This is an optimization exercise on Yosys and OpenROAD, whose aim is a short achievable clock period and few clock cycles, not a production implementation. Function was not checked in any run shown here: the RTL went through the layout flow alone. Power is estimated from default activity; no workload was simulated.

### flow/run.sh
#!/bin/bash
# synth_recipe.tcl (not shown) runs the flow's synth.tcl, then flattens the netlist and writes it again
# the make line also repeats each setting of config.mk as NAME=value (left out here)
make -C /OpenROAD-flow-scripts/flow DESIGN_CONFIG=/design/flow/config.mk WORK_HOME=/design/flow/orfs CLKGATE_MAP_FILE= SYNTH_SCRIPT=/design/flow/synth_recipe.tcl finish
### flow/config.mk
export PLATFORM = sky130hd
export DESIGN_NAME = fbm
export DESIGN_NICKNAME = fbm
export VERILOG_FILES = /design/flow/design.v
export SDC_FILE = /design/flow/constraint.sdc
export NUM_CORES = 4
export LEC_CHECK = 0
export CAP_MARGIN = 40
export CORE_MARGIN = 2
export CORE_UTILIZATION = 25
export PLACE_DENSITY = 0.45
export SLEW_MARGIN = 50
### flow/constraint.sdc
create_clock -name core_clock -period 8.0 [get_ports {clk}]
set_input_delay 1.6000 -clock core_clock [delete_from_list [all_inputs] [get_ports {clk}]]
set_output_delay 1.6000 -clock core_clock [all_outputs]
set_load 0.01 [all_outputs]
### flow/design.v
module fbm (
    input  wire        clk,
    input  wire        rst,         
    input  wire        cmd_valid,
    output wire        cmd_ready,
    input  wire [63:0] cmd_word,
    output reg         st_fault,
    output reg         st_more,
    output reg  [3:0]  st_cause,
    output reg  [63:0] fcmd,
    output reg         tx_valid,
    output reg         tx_win,
    output reg  [31:0] tx_window,   
    output reg  [15:0] tx_data
);
    localparam [7:0] OP_CLEAR     = 8'h10,
                     OP_SETPIX    = 8'h11,
                     OP_CLRPIX    = 8'h12,
                     OP_SETBLKCOL = 8'h13,
                     OP_PUTPIX    = 8'h20,
                     OP_PUTLINE   = 8'h21,
                     OP_CLRBLK    = 8'h25,
                     OP_SCROLLV   = 8'h30,
                     OP_SELFLUSH  = 8'h40,
                     OP_FULLFLUSH = 8'h41;
    localparam [2:0] S_IDLE  = 3'd0,
                     S_LSET  = 3'd1,    
                     S_LDRAW = 3'd2,    
                     S_WPREP = 3'd3,    
                     S_SEND  = 3'd4,    
                     S_FWIN  = 3'd5,    
                     S_FLOAD = 3'd6,    
                     S_FEMIT = 3'd7;    
    function [15:0] pal;
        input [2:0] c;
        case (c)
            3'd0: pal = 16'h0000;
            3'd1: pal = 16'h001F;
            3'd2: pal = 16'hF800;
            3'd3: pal = 16'hF81F;
            3'd4: pal = 16'h07E0;
            3'd5: pal = 16'h07FF;
            3'd6: pal = 16'hFFE0;
            default: pal = 16'hFFFF;
        endcase
    endfunction
    reg         ready_q;
    reg  [2:0]  state;
    reg  [1023:0] bm;               
    reg  [5:0]    acol [0:15];      
    reg  [15:0]   dirty;
    reg  [15:0]   blink;            
    assign cmd_ready = ready_q;
    wire       acc = cmd_valid & ready_q;
    wire [7:0] w_op = cmd_word[63:56];
    wire [11:0] w_a = cmd_word[11:0];
    wire [11:0] w_b = cmd_word[23:12];
    wire [11:0] w_c = cmd_word[35:24];
    wire [11:0] w_d = cmd_word[47:36];
    wire z_a  = ~|w_a;
    wire z_b  = ~|w_b;
    wire z_cd = ~|cmd_word[47:24];
    wire z_f  = ~|cmd_word[55:48];
    wire z_fm = ~(cmd_word[55] | cmd_word[51]);
    wire is_clear  = w_op == OP_CLEAR;
    wire is_setpix = w_op == OP_SETPIX;
    wire is_clrpix = w_op == OP_CLRPIX;
    wire is_setblk = w_op == OP_SETBLKCOL;
    wire is_putpix = w_op == OP_PUTPIX;
    wire is_line   = w_op == OP_PUTLINE;
    wire is_clrblk = w_op == OP_CLRBLK;
    wire is_scroll = w_op == OP_SCROLLV;
    wire is_self   = w_op == OP_SELFLUSH;
    wire is_full   = w_op == OP_FULLFLUSH;
    wire legal = (is_clear & z_fm & z_cd & z_b & z_a)
               | ((is_setpix | is_clrpix | is_clrblk | is_scroll) & z_f & z_cd)
               | ((is_setblk | is_putpix) & z_fm & z_cd)
               | (is_line & z_f)
               | (is_self & z_f & z_cd & z_b)
               | (is_full & z_f & z_cd & z_b & z_a);
    wire w_pix_ok = ~|w_a[11:5] & ~|w_b[11:5];
    wire w_blk_ok = ~|w_a[11:2] & ~|w_b[11:2];
    wire w_end_ok = ~|w_c[11:5] & ~|w_d[11:5];
    wire w_zone_ok = ~|w_a[11:3] & ~|w_b[11:3] & (w_b[2:0] <= 3'd4) & (w_a[2:0] < w_b[2:0]);
    wire bad_zone  = is_scroll & ~w_zone_ok;
    wire live      = acc & ~st_fault;
    wire fault_now = live & (~legal | bad_zone);
    wire go        = live & legal & ~bad_zone;
    wire multi = (is_line & w_pix_ok & w_end_ok) | (is_self & ~z_a) | is_full;
    reg         e_clear, e_clrblk, e_scroll, e_colp, e_colb;
    reg  [5:0]  e_pi;               
    reg  [15:0] pb_oh;              
    reg  [15:0] bb_oh;              
    reg  [2:0]  mv;                 
    reg  [3:0]  zr;                 
    reg  [3:0]  arow;               
    reg  [11:0] e_a;
    reg  [4:0]  e_b, e_c, e_d;
    reg  [31:0] row_oh, col_oh;
    reg         pw, pval;
    reg         lsx, lsy;
    reg  [4:0]  ldx, ldy;           
    reg  signed [7:0] lerr;
    reg  [4:0]  lcnt;
    reg  [15:0] blk_q;              
    reg  [11:0] rem;                
    reg  [5:0]  pidx;               
    reg  [9:0]  fp;                 
    reg  [63:0] bb;                 
    reg  [15:0] inkpal, paperpal;
    wire [2:0] zt = w_a[2:0];
    wire [2:0] zb = w_b[2:0];
    integer k;
    always @(posedge clk) begin
        e_pi <= {cmd_word[54:52], cmd_word[50:48]};
        e_a  <= w_a;
        e_b  <= w_b[4:0];
        e_c  <= w_c[4:0];
        e_d  <= w_d[4:0];
        for (k = 0; k < 16; k = k + 1) begin
            pb_oh[k] <= ({w_b[4:3], w_a[4:3]} == k);
            bb_oh[k] <= ({w_b[1:0], w_a[1:0]} == k);
        end
        if (rst) begin
            e_clear  <= 1'b0;
            e_clrblk <= 1'b0;
            e_scroll <= 1'b0;
            e_colp   <= 1'b0;
            e_colb   <= 1'b0;
            mv       <= 3'd0;
            zr       <= 4'd0;
            arow     <= 4'd0;
        end else begin
            e_clear  <= go & is_clear;
            e_clrblk <= go & is_clrblk & w_blk_ok;
            e_scroll <= go & is_scroll;
            e_colp   <= go & is_putpix & w_pix_ok;
            e_colb   <= go & is_setblk & w_blk_ok;
            for (k = 0; k < 4; k = k + 1) begin
                if (k < 3) mv[k] <= go & is_scroll & (k >= zt) & (k + 1 < zb);
                zr[k]   <= go & is_scroll & (k + 1 == zb);
                arow[k] <= go & is_scroll & (k >= zt) & (k < zb);
            end
        end
    end
    reg [15:0] first_oh;
    always @* begin
        for (k = 0; k < 16; k = k + 1)
            first_oh[k] = dirty[k] & ~|(dirty & ((16'd1 << k) - 16'd1));
    end
    wire [1:0] first_bx = {|(first_oh & 16'hCCCC), |(first_oh & 16'hAAAA)};
    wire [1:0] first_by = {|(first_oh & 16'hFF00), |(first_oh & 16'hF0F0)};
    wire       any_dirty = |dirty;
    wire [5:0] ddx = {1'b0, e_c} - {1'b0, e_a[4:0]};
    wire [5:0] ddy = {1'b0, e_d} - {1'b0, e_b};
    wire [4:0] adx = ddx[5] ? -ddx[4:0] : ddx[4:0];
    wire [4:0] ady = ddy[5] ? -ddy[4:0] : ddy[4:0];
    wire [4:0] lmax = (adx > ady) ? adx : ady;
    wire signed [8:0] e2 = {lerr, 1'b0};
    wire step_x = e2 >= -$signed({4'd0, ldy});
    wire step_y = e2 <= $signed({4'd0, ldx});
    reg [63:0] blkdata;
    reg [5:0]  attr_sel;
    always @* begin
        blkdata  = 64'd0;
        attr_sel = 6'd0;
        for (k = 0; k < 16; k = k + 1) begin
            blkdata = blkdata | ({64{blk_q[k]}} & {
                bm[(k/4)*256 + 7*32 + (k%4)*8 +: 8],
                bm[(k/4)*256 + 6*32 + (k%4)*8 +: 8],
                bm[(k/4)*256 + 5*32 + (k%4)*8 +: 8],
                bm[(k/4)*256 + 4*32 + (k%4)*8 +: 8],
                bm[(k/4)*256 + 3*32 + (k%4)*8 +: 8],
                bm[(k/4)*256 + 2*32 + (k%4)*8 +: 8],
                bm[(k/4)*256 + 1*32 + (k%4)*8 +: 8],
                bm[(k/4)*256 + 0*32 + (k%4)*8 +: 8]});
            attr_sel = attr_sel | ({6{blk_q[k]}} & acol[k]);
        end
    end
    wire [15:0] sel_ink   = pal(attr_sel[2:0]);
    wire [15:0] sel_paper = pal(attr_sel[5:3]);
    wire        bb_bit    = bb[pidx];
    wire [15:0] bb_col    = bb_bit ? inkpal : paperpal;
    wire [9:0] fp_n = fp + 10'd1;
    reg dirty_clr_blk, dirty_clr_all;
    reg rem_first;
    always @(posedge clk) begin
        dirty_clr_blk <= 1'b0;
        if (rst) begin
            ready_q   <= 1'b1;
            state     <= S_IDLE;
            st_fault  <= 1'b0;
            st_more   <= 1'b0;
            st_cause  <= 4'd0;
            fcmd      <= 64'd0;
            tx_valid  <= 1'b0;
            tx_win    <= 1'b0;
            pw        <= 1'b0;
            dirty_clr_all <= 1'b0;
        end else begin
            tx_valid <= 1'b0;
            dirty_clr_all <= 1'b0;
            if (fault_now) begin
                st_fault <= 1'b1;
                st_cause <= bad_zone & legal ? 4'd2 : 4'd1;
                fcmd     <= cmd_word;
            end
            if (ready_q) begin
                ready_q <= ~(acc & multi);
                pw      <= go & (is_setpix | is_clrpix | is_putpix) & w_pix_ok;
                pval    <= ~is_clrpix;
                for (k = 0; k < 32; k = k + 1) begin
                    row_oh[k] <= (w_b[4:0] == k);
                    col_oh[k] <= (w_a[4:0] == k);
                end
                if (go & is_self & z_a) st_more <= 1'b1;
                if (go & is_line & w_pix_ok & w_end_ok) state <= S_LSET;
                else if (go & is_self & ~z_a)          state <= S_WPREP;
                else if (go & is_full)                 state <= S_FWIN;
                else                                   state <= S_IDLE;
            end else begin
                case (state)
                    S_LSET: begin
                        lsx  <= e_a[4:0] < e_c;
                        lsy  <= e_b < e_d;
                        ldx  <= adx;
                        ldy  <= ady;
                        lerr <= $signed({3'd0, adx}) - $signed({3'd0, ady});
                        lcnt <= lmax;
                        pw   <= 1'b1;
                        pval <= 1'b1;
                        ready_q <= (lmax == 5'd0);
                        state   <= S_LDRAW;
                    end
                    S_LDRAW: begin
                        if (step_x) col_oh <= lsx ? {col_oh[30:0], 1'b0} : {1'b0, col_oh[31:1]};
                        if (step_y) row_oh <= lsy ? {row_oh[30:0], 1'b0} : {1'b0, row_oh[31:1]};
                        lerr <= lerr - (step_x ? $signed({3'd0, ldy}) : 8'sd0)
                                     + (step_y ? $signed({3'd0, ldx}) : 8'sd0);
                        lcnt <= lcnt - 5'd1;
                        ready_q <= (lcnt == 5'd1);
                        pw      <= 1'b1;
                    end
                    S_WPREP: begin
                        if (any_dirty) begin
                            tx_valid  <= 1'b1;
                            tx_win    <= 1'b1;
                            tx_window <= {3'b000, first_bx, 3'b000, 3'b000, first_bx, 3'b111,
                                          3'b000, first_by, 3'b000, 3'b000, first_by, 3'b111};
                            blk_q     <= first_oh;
                            dirty_clr_blk <= 1'b1;
                            rem       <= (rem_first ? e_a : rem) - 12'd1;
                            pidx      <= 6'd0;
                            state     <= S_SEND;
                        end else begin
                            st_more <= 1'b0;
                            ready_q <= 1'b1;
                            state   <= S_IDLE;
                        end
                    end
                    S_SEND: begin
                        tx_valid <= 1'b1;
                        tx_win   <= 1'b0;
                        pidx     <= pidx + 6'd1;
                        if (pidx == 6'd0) begin
                            tx_data  <= blkdata[0] ? sel_ink : sel_paper;
                            bb       <= blkdata;
                            inkpal   <= sel_ink;
                            paperpal <= sel_paper;
                        end else begin
                            tx_data <= bb_col;
                        end
                        if (pidx == 6'd63) begin
                            if (rem == 12'd0) begin
                                st_more <= 1'b1;
                                ready_q <= 1'b1;
                                state   <= S_IDLE;
                            end else if (!any_dirty) begin
                                st_more <= 1'b0;
                                ready_q <= 1'b1;
                                state   <= S_IDLE;
                            end else begin
                                state   <= S_WPREP;
                            end
                        end
                    end
                    S_FWIN: begin
                        tx_valid  <= 1'b1;
                        tx_win    <= 1'b1;
                        tx_window <= {8'd0, 8'd31, 8'd0, 8'd31};
                        blk_q     <= 16'd1;
                        fp        <= 10'd0;
                        pidx      <= 6'd0;
                        state     <= S_FLOAD;
                    end
                    S_FLOAD: begin
                        bb       <= blkdata;
                        inkpal   <= sel_ink;
                        paperpal <= sel_paper;
                        state    <= S_FEMIT;
                    end
                    S_FEMIT: begin
                        tx_valid <= 1'b1;
                        tx_win   <= 1'b0;
                        tx_data  <= bb_col;
                        fp       <= fp_n;
                        pidx     <= {fp_n[7:5], fp_n[2:0]};
                        if (fp == 10'd1023) begin
                            dirty_clr_all <= 1'b1;
                            ready_q <= 1'b1;
                            state   <= S_IDLE;
                        end else if (fp[2:0] == 3'd7) begin
                            for (k = 0; k < 16; k = k + 1)
                                blk_q[k] <= ({fp_n[9:8], fp_n[4:3]} == k);
                            state <= S_FLOAD;
                        end
                    end
                    default: begin
                        ready_q <= 1'b1;
                        state   <= S_IDLE;
                    end
                endcase
            end
        end
    end
    always @(posedge clk) rem_first <= ready_q;
    wire [31:0] rowe = row_oh & {32{pw}};
    wire [15:0] zero_blk;
    genvar gi;
    generate
        for (gi = 0; gi < 16; gi = gi + 1) begin : g_zb
            assign zero_blk[gi] = e_clear | (e_clrblk & bb_oh[gi]) | zr[gi/4];
        end
        for (gi = 0; gi < 1024; gi = gi + 1) begin : g_bm
            localparam integer Y  = gi / 32;
            localparam integer X  = gi % 32;
            localparam integer BY = Y / 8;
            localparam integer BL = BY * 4 + X / 8;
            wire below;
            wire mvr;
            if (BY < 3) begin : g_mv
                assign below = bm[gi + 256];
                assign mvr   = mv[BY];
            end else begin : g_nomv
                assign below = 1'b0;
                assign mvr   = 1'b0;
            end
            always @(posedge clk) begin
                if (zero_blk[BL])
                    bm[gi] <= 1'b0;
                else if (mvr)
                    bm[gi] <= below;
                else if (rowe[Y] & col_oh[X])
                    bm[gi] <= pval;
            end
        end
    endgenerate
    wire [3:0] pw_by = {|row_oh[31:24], |row_oh[23:16], |row_oh[15:8], |row_oh[7:0]};
    wire [3:0] pw_bx = {|col_oh[31:24], |col_oh[23:16], |col_oh[15:8], |col_oh[7:0]};
    always @(posedge clk) begin
        for (k = 0; k < 16; k = k + 1) begin
            if (e_clear) begin
                acol[k]  <= e_pi;
                blink[k] <= 1'b0;
                dirty[k] <= 1'b1;
            end else if (e_scroll) begin
                if (arow[k/4]) begin
                    if (k < 12) begin
                        acol[k]  <= acol[k + 4];
                        blink[k] <= blink[k + 4];
                    end
                    dirty[k] <= 1'b1;
                end
            end else begin
                if ((e_colp & pb_oh[k]) | (e_colb & bb_oh[k]))
                    acol[k] <= e_pi;
                if ((e_colp & pb_oh[k]) | (e_colb & bb_oh[k]) | (e_clrblk & bb_oh[k])
                    | (pw & pw_by[k/4] & pw_bx[k%4]))
                    dirty[k] <= 1'b1;
                else if ((dirty_clr_blk & blk_q[k]) | dirty_clr_all)
                    dirty[k] <= 1'b0;
            end
        end
    end
endmodule
==> metrics.md, run 1 <==
| Metric | Value |
|---|---|
| Post-Layout Cell Count | `14100` |
| Synth Register Bits | `1510` |
| WL final | `362 mm` |
| Mean Syn Cell Area | `7.47 um^2` |
| Final hold vios | `0` |
| Max-cap violation count | `0` |
| Ys async rst share | `0%` |
| XOR/XNOR Fraction of Synth Area | `0.453%` |
| Setup_tns | `0 ps` |
| Initial DRC count | `8783` |
| Cell Area, Synth | `0.0773 mm^2` |
| Post-synth EDFFs | `311` |
| Sink Count | `1510` |
| Total Power | `18100 uW` |
| Ys Warns | `2` |
| Ports | `188` |
| CTS HTree Levels | `4` |
| Sw Ratio | `25.2%` |
| Worst setup margin | `3120 ps` |
| Initial antenna violation count | `7` |
| Vias in the first global route | `72900` |
| Outcome | `timing/DRC/antenna clean` |
| R2R cell count | `16` |
| Via density | `5.57` |
| Setup crit end kind | `flop` |
| Placer Congestion | `0.855` |
| Root Buffer | `clkbuf_16` |
| WL/cell | `25.7 um` |
| Setup bufs post-CTS | `0` |
| # resized after CTS | `0` |
| Leakage | `0.0307 uW` |
| Adder-cell share of the synthesized area | `1.03%` |
| Setup violations, final | `0` |
| Final ANT Viol Nets | `0` |
| Flop2flop setup slack | `3120 ps` |
| Switching power | `4570 uW` |
| Post-synthesis mux area share | `1.61%` |
| Dpl ws | `2940 ps` |
| DRC Markers | `0` |
| Peak VDD IR | `0.150 mV` |
| CTS clk-pin slew, worst paths | `60 ps` |
| RSZ-0062 raised after global routing | `no` |
| F_max | `0.205 GHz` |
| Hold-fix buffers, CTS | `0` |
| Max-slew headroom | `45.8%` |
| Clock power share | `47.9%` |
| Clock Path Buffers | `4` |
| Post-Place Cells | `13700` |
| Final Net Count | `9936` |
| Placed inst area | `0.0829 mm^2` |
| Reg2reg start | `e_d[0]$_DFF_P_` |
| GR Util All Layers | `22.0%` |
| Hold Path Sink | `bm[954]$_SDFFE_PP0P_` |
| Post-synth cell types | `80` |
| Pin count of the biggest net entering global routing | `146` |
| Total gr overflow | `0` |
| Worst hold stages | `2` |
| Sequential power share | `45.0%` |
| Simple-gate share of the synthesized area | `25.1%` |
| Final period util | `61.0%` |
| Layout area overhead | `15.6%` |
| Reg-to-Reg End | `ready_q$_SDFF_PP1_` |
| Hold_sp | `bm[954]$_SDFFE_PP0P_` |
| Internal power | `13500 uW` |
| TritonRoute pass-1 iters | `7` |
| Power density cells | `202 mW/mm^2` |
| Post-Syn Instances | `10400` |
| Initial Util | `25.1%` |
| Critical Path Source Type | `flop` |
| Die width | `560 um` |
| Via Count | `78500` |
| First-pass GRT wire length | `520 mm` |
| TritonCTS Buffers | `186` |
| Min cycle time layout | `4880 ps` |
| Fraction of layout cells with a size suffix above 1 | `6.50%` |
| Core area | `0.308 mm^2` |
| Top_reg_cell synth | `dfxtp_1` |
| Compound-Gate Fraction of Synth Area | `22.6%` |
| IO Port Bufs | `161` |
| Required @ worst endpoint | `8750 ps` |
| Crit Path Max Fanout | `6` |
| CP arrival | `5630 ps` |
| Combinational cell fraction of total power | `7.0%` |
| Vert. Die Dim | `560 um` |
| Std-Cell Rows | `204` |
| Critical path class | `flop to flop` |
| CTS tree | `done` |
| Hold crit path type | `flop to flop` |
| Clk latency of the worst-skew pair | `890 ps` |
| Final Skew | `74.6 ps` |
| Full die area | `0.314 mm^2` |
| Worst-Margin Slew | `813 ps` |
| Final std cell area, no fill | `0.0894 mm^2` |
| Main combinational cell family by area after synthesis | `simple AND/OR/NAND/NOR gates` |
| Slew Limit Fails | `0` |
| DPL Wire Length | `206 mm` |
| Seq/Total Area, Yosys | `43.1%` |
## layout make-up
class | instances | area [um^2]
clock buffer | 285 | 5640
fill | 32800 | 219000
sequential | 1510 | 33400
timing repair buffer | 386 | 4770
inverter | 70 | 263
tap | 4120 | 5150
multi-input combinational | 7656 | 39700
antenna | 8 | 20.0
clock inverter | 47 | 460
## registers in the layout, indices dropped and copies added (netlist names), 16 cells and up
name / count
pb_oh: 16
bb_oh: 16
acol: 96
bm: 1024
dirty: 16
row_oh: 32
fcmd: 64
bb: 64
col_oh: 32
blk_q: 16
## power by group through the flow
| stage | sequential (uW) | clock [uW] | combinational, uW |
|---|---|---|---|
| 2_1_floorplan | 8260 | 0 | 818 |
| 3_3_place_gp | 8310 | 0 | 1200 |
| 3_5_place_dp | 8310 | 0 | 1240 |
| 4_1_cts | 8140 | 8820 | 1250 |
| 5_1_grt | 8160 | 9090 | 1380 |
| 6_report | 8150 | 8670 | 1270 |
## per-stage QoR
| step | hold slack, ps | util, % |
|---|---|---|
| final | 471 | 29.0 |
| after global routing | 486 | 29.0 |
| after CTS | 469 | 28.9 |
| after detailed placement | 461 | 26.9 |
| after global placement | 458 | 26.4 |
| after floorplan | 445 | - |
## cells in the mapped netlist, types with 42 or more instances
cell type  instances  area [um^2]
dfxtp_1         1199        24000
a21oi_1         1929         9650
ha_1              51          638
nand3b_1          64          480
clkbuf_1         708         2660
nand4_1           84          526
nand2_1         2142         8040
a221oi_1         284         2490
edfxtp_1         311         9340
nand3_1         1070         5360
and2_1            50          313
nor2_1           904         3390
o21ai_0          132          661
a22o_1           267         2340
o22ai_1           73          457
mux2i_1           86          861
buf_4             42          315
a21o_1            79          593
buf_1            379         1420
inv_1             70          263
## placed cells by master, fill, tap and decap left out, types with 14 or more instances in the layout
cell             netlist  layout
a21oi_1             1929    1928
clkbuf_1             708      44
buf_12                 0      47
nand2b_1              26      26
a21o_1                79      79
nor2_1               904     884
buf_4                 42      54
xor2_1                24      24
a221oi_1             284     284
a22oi_1               32      32
clkdlybuf4s50_1        0     159
nor2b_1               18      16
o22ai_1               73      73
buf_16                 0      24
and3_1                15      15
clkinv_2               0      22
nor3_1                39      36
buf_6                  1      92
mux4_2                14      14
clkbuf_8               0      54
nand3b_1              64      64
and2_2                 0      25
nor4_1                39      34
conb_1                 2      26
edfxtp_1             311     311
inv_1                 70      70
mux2i_1               86      86
nand2_1             2142    2138
ha_1                  51      51
nand4_1               84      84
and2_1                50      18
clkbuf_16              0     192
nand3_1             1070    1069
o21ai_0              132     130
a22o_1               267     267
xnor2_1               16      16
dfxtp_1             1199    1190
## cell families (layout without fill, tap and decap cells)
| group | after synthesis | count (layout) |
|---|---|---|
| other | 2 | 34 |
| AOI/OAI and AO/OA | 2917 | 2917 |
| muxes | 106 | 106 |
| DFF | 1510 | 1510 |
| adders and majority gates | 59 | 59 |
| and+or+nand+nor | 4508 | 4508 |
| buffers and inverters | 1213 | 788 |
| xor gates and xnor gates | 40 | 40 |
## critical path: stages, from the launching register on
cell	delay, ps
dfxtp_1	350
inv_1	70
ha_1	210
fa_1	420
xor2_1	390
nand2_1	100
or4b_2	620
nand3_1	190
xor2_1	290
ha_1	340
and2_1	160
a22o_1	240
o22ai_1	460
o31a_1	230
a32oi_1	70
a2111o_1	420
o41ai_1	220
## layer usage
metal / vias up / routed length, um / GRT usage [%]
met4: 2 / 16500 / 9.21
met2: 3839 / 166000 / 36.0
met3: 833 / 28500 / 3.06
met1: 38700 / 152000 / 29.0
met5: - / 13 / 0
li1: 35100 / - / -
## worst max path at each step
stage | to | startpoint
after global placement | fcmd[19]$_SDFFE_PP0P_ | cmd_word[8]
after detailed placement | fcmd[44]$_SDFFE_PP0P_ | cmd_word[12]
after global routing | ready_q$_SDFF_PP1_ | e_d[0]$_DFF_P_
after CTS | ready_q$_SDFF_PP1_ | e_d[0]$_DFF_P_
after floorplan | bb[0]$_DFFE_PP_ | rst
final | ready_q$_SDFF_PP1_ | e_d[0]$_DFF_P_
==> run 2, diff against run 1 <==
--- a/flow/design.v
+++ b/flow/design.v
@@ -96,5 +96,6 @@
     reg  [3:0]  arow;               
     reg  [11:0] e_a;
-    reg  [4:0]  e_b, e_c, e_d;
+    reg  [5:0]  e_ddx, e_ddy;       
+    reg         e_pt;               
     reg  [31:0] row_oh, col_oh;
     reg         pw, pval;
@@ -115,7 +116,7 @@
         e_pi <= {cmd_word[54:52], cmd_word[50:48]};
         e_a  <= w_a;
-        e_b  <= w_b[4:0];
-        e_c  <= w_c[4:0];
-        e_d  <= w_d[4:0];
+        e_ddx <= {1'b0, w_c[4:0]} - {1'b0, w_a[4:0]};
+        e_ddy <= {1'b0, w_d[4:0]} - {1'b0, w_b[4:0]};
+        e_pt  <= (w_c[4:0] == w_a[4:0]) & (w_d[4:0] == w_b[4:0]);
         for (k = 0; k < 16; k = k + 1) begin
             pb_oh[k] <= ({w_b[4:3], w_a[4:3]} == k);
@@ -152,8 +153,6 @@
     wire [1:0] first_by = {|(first_oh & 16'hFF00), |(first_oh & 16'hF0F0)};
     wire       any_dirty = |dirty;
-    wire [5:0] ddx = {1'b0, e_c} - {1'b0, e_a[4:0]};
-    wire [5:0] ddy = {1'b0, e_d} - {1'b0, e_b};
-    wire [4:0] adx = ddx[5] ? -ddx[4:0] : ddx[4:0];
-    wire [4:0] ady = ddy[5] ? -ddy[4:0] : ddy[4:0];
+    wire [4:0] adx = e_ddx[5] ? -e_ddx[4:0] : e_ddx[4:0];
+    wire [4:0] ady = e_ddy[5] ? -e_ddy[4:0] : e_ddy[4:0];
     wire [4:0] lmax = (adx > ady) ? adx : ady;
     wire signed [8:0] e2 = {lerr, 1'b0};
@@ -222,6 +221,6 @@
                 case (state)
                     S_LSET: begin
-                        lsx  <= e_a[4:0] < e_c;
-                        lsy  <= e_b < e_d;
+                        lsx  <= ~e_ddx[5];
+                        lsy  <= ~e_ddy[5];
                         ldx  <= adx;
                         ldy  <= ady;
@@ -230,5 +229,5 @@
                         pw   <= 1'b1;
                         pval <= 1'b1;
-                        ready_q <= (lmax == 5'd0);
+                        ready_q <= e_pt;
                         state   <= S_LDRAW;
                     end
--- a/flow/config.mk
+++ b/flow/config.mk
@@ -6,7 +6,10 @@
 export NUM_CORES = 4
 export LEC_CHECK = 0
+export ABC_CLOCK_PERIOD_IN_PS = 2500
 export CAP_MARGIN = 40
 export CORE_MARGIN = 2
 export CORE_UTILIZATION = 25
 export PLACE_DENSITY = 0.45
+export SETUP_SLACK_MARGIN = 5
 export SLEW_MARGIN = 50
+export TNS_END_PERCENT = 100
==> metrics.md, run 2 <==
| Metric | Value |
|---|---|
| Placer Congestion | `0.852 (-0.35%)` |
| Share of the synthesized area in the top cell type | `31.2% (+0.15 points)` |
| IO Port Bufs | `161 (unchanged)` |
| Vias in the first global route | `73000 (+0.21%)` |
| Post-synth top cells | `2163 x nand2_1, 1940 x a21oi_1, 1197 x dfxtp_1` |
| R2R cell count | `20 (+4)` |
| Min cycle time layout | `4030 ps (-854 ps)` |
| Peak VDD IR | `0.249 mV (+66%)` |
| Combinational cell fraction of total power | `4.6% (-2.4 points)` |
| CTS tree | `done` |
| Count leader, synth | `nand2_1` |
| CTS HTree Levels | `4 (unchanged)` |
| Synth Register Bits | `1508 (-0.13%)` |
| Seq/Total Area, Yosys | `43.4% (+0.22 points)` |
| Via density | `5.54 (-0.62%)` |
| Total gr overflow | `0 (unchanged)` |
| WL final | `358 mm (-1.3%)` |
| Final period util | `50.4% (-11 points)` |
| Via Count | `78300 (-0.17%)` |
| Post-synthesis mux area share | `1.54% (-0.068 points)` |
| Layout area overhead | `17.5%` |
| Hold-fix buffers, CTS | `0 (unchanged)` |
| Setup_tns | `0 ps (unchanged)` |
| First-pass GRT wire length | `514 mm (-1.2%)` |
| Area contributors post-synth | `dfxtp_1 31%, a21oi_1 13%, edfxtp_1 12%` |
| WL/cell | `25.3 um (-1.7%)` |
| Post-synth EDFFs | `311 (unchanged)` |
| Worst-Margin Slew | `823 ps (+10.4 ps)` |
| Top Registers | `bm x1024, acol x96` |
| Crit Path Max Fanout | `2 (-4)` |
| Critical Path Source Type | `flop` |
| Outcome | `timing/DRC/antenna clean` |
| Initial antenna violation count | `11 (+4)` |
| Fraction of layout cells with a size suffix above 1 | `10.4% (+3.9 points)` |
| Most common cell after layout, fill and taps aside | `nand2_1` |
| Max-slew headroom | `45.1% (-0.69 points)` |
| CP arrival | `4620 ps (-1010 ps)` |
| Clock Path Buffers | `3 (-1)` |
| Adder-cell share of the synthesized area | `1.04% (+0.0066 points)` |
| Clock power share | `49.1% (+1.2 points)` |
| Dpl ws | `2870 ps (-72.8 ps)` |
| Max-cap violation count | `0 (unchanged)` |
| Placed inst area | `0.0826 mm^2 (-0.36%)` |
| F_max | `0.248 GHz (+21%)` |
| Initial DRC count | `8634 (-1.7%)` |
| Pin count of the biggest net entering global routing | `147 (+0.68%)` |
| Min Hold Slack | `460 ps (-10.8 ps)` |
| Slew Limit Fails | `0 (unchanged)` |
| Required @ worst endpoint | `8590 ps (-160 ps)` |
| Std-Cell Rows | `203 (-0.49%)` |
| Final hold vios | `0 (unchanged)` |
| Final std cell area, no fill | `0.0902 mm^2 (+0.93%)` |
| Final Skew | `36.1 ps (-38.5 ps)` |
| Full die area | `0.312 mm^2 (-0.63%)` |
| Final ANT Viol Nets | `0 (unchanged)` |
| Worst setup margin | `3970 ps (+854 ps)` |
| Internal power | `12900 uW (-4.5%)` |
| Final Net Count | `10000 (+0.83%)` |
| Post-synth cell types | `66 (-18%)` |
| Worst hold stages | `2 (unchanged)` |
| Vert. Die Dim | `558 um (-0.32%)` |
| CTS clk-pin slew, worst paths | `60 ps (about the same)` |
| Most frequent CP cell | `buf_4` |
| Initial Util | `25.1% (+0.047 points)` |
| RSZ-0062 raised after global routing | `yes` |
| Setup violations, final | `0 (unchanged)` |
| Hold crit path type | `flop to flop` |
| Cell depth of the worst setup path | `20 (+4)` |
| Post-Syn Instances | `10300 (-0.14%)` |
| Core area | `0.306 mm^2 (-0.82%)` |
| Clk latency of the worst-skew pair | `860 ps (-30 ps)` |
| Slowest CP cell | `fa_1` |
| DPL Wire Length | `201 mm (-2.2%)` |
| Mean Syn Cell Area | `7.43 um^2 (-0.50%)` |
| Top delay family on crit path | `compound AO/OA/AOI/OAI gates` |
| Compound-Gate Fraction of Synth Area | `22.3% (-0.29 points)` |
| Largest reg by FF count | `bm` |
| Ys Warns | `2 (unchanged)` |
| Top_reg_cell synth | `dfxtp_1` |
| Switching power | `4100 uW (-10%)` |
| Power density cells | `189 mW/mm^2 (-6.8%)` |
| GR Util All Layers | `22.0% (-0.034 points)` |
| Leakage | `0.0312 uW (+1.8%)` |
| Setup crit end kind | `flop` |
| TritonCTS Buffers | `178 (-4.3%)` |
| Max FFs per register | `1024 (unchanged)` |
| Worst-path cell chain | `ha_4 -> nand4b_1 -> buf_4 -> buf_4 -> buf_4 -> buf_4 -> nor3_2 -> a211oi_2 -> a31oi_4 -> nand2_1 -> fa_1 -> inv_1 -> ha_1 -> a21o_1 -> a21oi_4 -> o21bai_4 -> a211oi_2 -> o31ai_2 -> xor2_1 -> o21ai_1` |
| Main combinational cell family by area after synthesis | `simple AND/OR/NAND/NOR gates` |
| Ports | `188 (unchanged)` |
| TritonRoute pass-1 iters | `8 (+1)` |
| Sequential power share | `46.3% (+1.3 points)` |
| Cell Area, Synth | `0.0768 mm^2 (-0.63%)` |
| Most frequent cells in the layout | `2159 x nand2_1, 1920 x a21oi_1, 1174 x dfxtp_1` |
| XOR/XNOR Fraction of Synth Area | `0.559% (+0.11 points)` |
| CP Buf/Inv Count | `5 (+4)` |
| Root Buffer | `clkbuf_16` |
| DRC Markers | `0 (unchanged)` |
| Sink Count | `1508 (-0.13%)` |
| Simple-gate share of the synthesized area | `25.0% (about the same)` |
| Sw Ratio | `24.1% (-1.2 points)` |
| Slowest Stage Delay on Critical Path | `500 ps (-120 ps)` |
| Critical path class | `flop to flop` |
| Cell taking the most area after synthesis | `dfxtp_1` |
| Die width | `558 um (-0.32%)` |
| Ys async rst share | `0% (unchanged)` |
==> run 2: repair_timing <==
item,CTS,global route
cloned,6,6
setup buffers,68,22
setup endpoints to repair,280,184
resized for setup,623,194
pin swaps,52,79
==> run 2: cells by family (layout without fill, tap and decap cells) <==
family | count (synthesis) | in the layout
AND/OR/NAND/NOR | 4519 | 4520
multiplexers | 97 | 97
XOR/XNOR | 49 | 49
AO/OA/AOI/OAI | 2889 | 2889
buffers and inverters | 1218 | 892
other | 2 | 32
flip-flops | 1508 | 1508
adder cells (fa/ha/maj) | 59 | 59
==> run 2: power groups by stage <==
stage	logic, uW	clock network (uW)	registers [uW]
6_report	784	8360	7880
5_1_grt	839	8780	7880
4_1_cts	750	8490	7870
3_5_place_dp	754	0	8040
3_3_place_gp	730	0	8040
2_1_floorplan	455	0	8030
==> run 2: final timing paths <==
path                                       startpoint                    end  slack, ps
worst min-delay path            fcmd[40]$_SDFFE_PP0P_  fcmd[40]$_SDFFE_PP0P_        460
worst max-delay path                lerr[2]$_DFFE_PP_      lerr[7]$_DFFE_PP_       3970
worst min register to register  fcmd[40]$_SDFFE_PP0P_  fcmd[40]$_SDFFE_PP0P_        460
worst max register to register      lerr[2]$_DFFE_PP_      lerr[7]$_DFFE_PP_       3970
==> run 2: layout make-up <==
| type | count | area [um^2] |
|---|---|---|
| timing repair buffer | 486 | 5290 |
| multi-input combinational | 7640 | 40300 |
| tap | 4100 | 5130 |
| antenna | 6 | 15.0 |
| fill | 32300 | 216000 |
| clock inverter | 51 | 502 |
| clock buffer | 277 | 5340 |
| inverter | 78 | 303 |
| sequential | 1508 | 33300 |
==> run 2: routing by layer <==
metal  global-route usage, %  up-vias  part of all wire (%)  routed length [um]
li1                        -    35100                     -                   -
met1                    28.9    38600                    42              149000
met2                    36.3     3793                    46              165000
met3                    3.02      807                   7.8               28000
met4                    8.78        4                   4.1               14700
met5                       0        -                 0.011                  40
==> run 2: worst register-to-register path, cell delays in order, from the launching register on <==
cell and delay, ps:
edfxtp_1 440, ha_4 310, nand4b_1 130, buf_4 160, buf_4 120, buf_4 120
buf_4 120, nor3_2 170, a211oi_2 80, a31oi_4 190, nand2_1 90, fa_1 500
inv_1 50, ha_1 260, a21o_1 180, a21oi_4 200, o21bai_4 90, a211oi_2 230
o31ai_2 100, xor2_1 160, o21ai_1 70
==> run 2: stage by stage <==
| stage | utilization, % | cells | total power (uW) |
|---|---|---|---|
| CTS | 29.2 | 14100 | 17100 |
| floorplan | - | 10400 | 8480 |
| global route | 29.5 | 14100 | 17500 |
| global placement | 26.6 | 13700 | 8770 |
| detailed placement | 27.0 | 13700 | 8790 |
| finish | 29.5 | 14100 | 17000 |

==> separate check: timing with driven ports <==
Ports are ideal in the flow. The routed layouts listed here were re-timed in OpenROAD.
Step 1: set_driving_cell puts a clkbuf_16 on clk and a buf_2 on each other input, an assumption about the parent block.
Step 2 moves the port delays by t, midway between the first and last clock arrival at a register: inputs arrive t later, outputs are due t later. That takes back most of the time a late clock gives input paths.
Slacks: no drivers / after step 1 / after step 2; pairs: no drivers / after step 1.
run	t, ns	setup slack, ns	pins driven straight from the clock port
run 1	0.954	3.118 / 3.118 / 2.984	1
run 2	0.940	3.972 / 3.972 / 3.932	1
After both steps setup and hold are still met in every run listed. For run 1, which loses most, drivers alone change the setup slack by 0.000 ns; drivers and shift together by -0.134 ns.
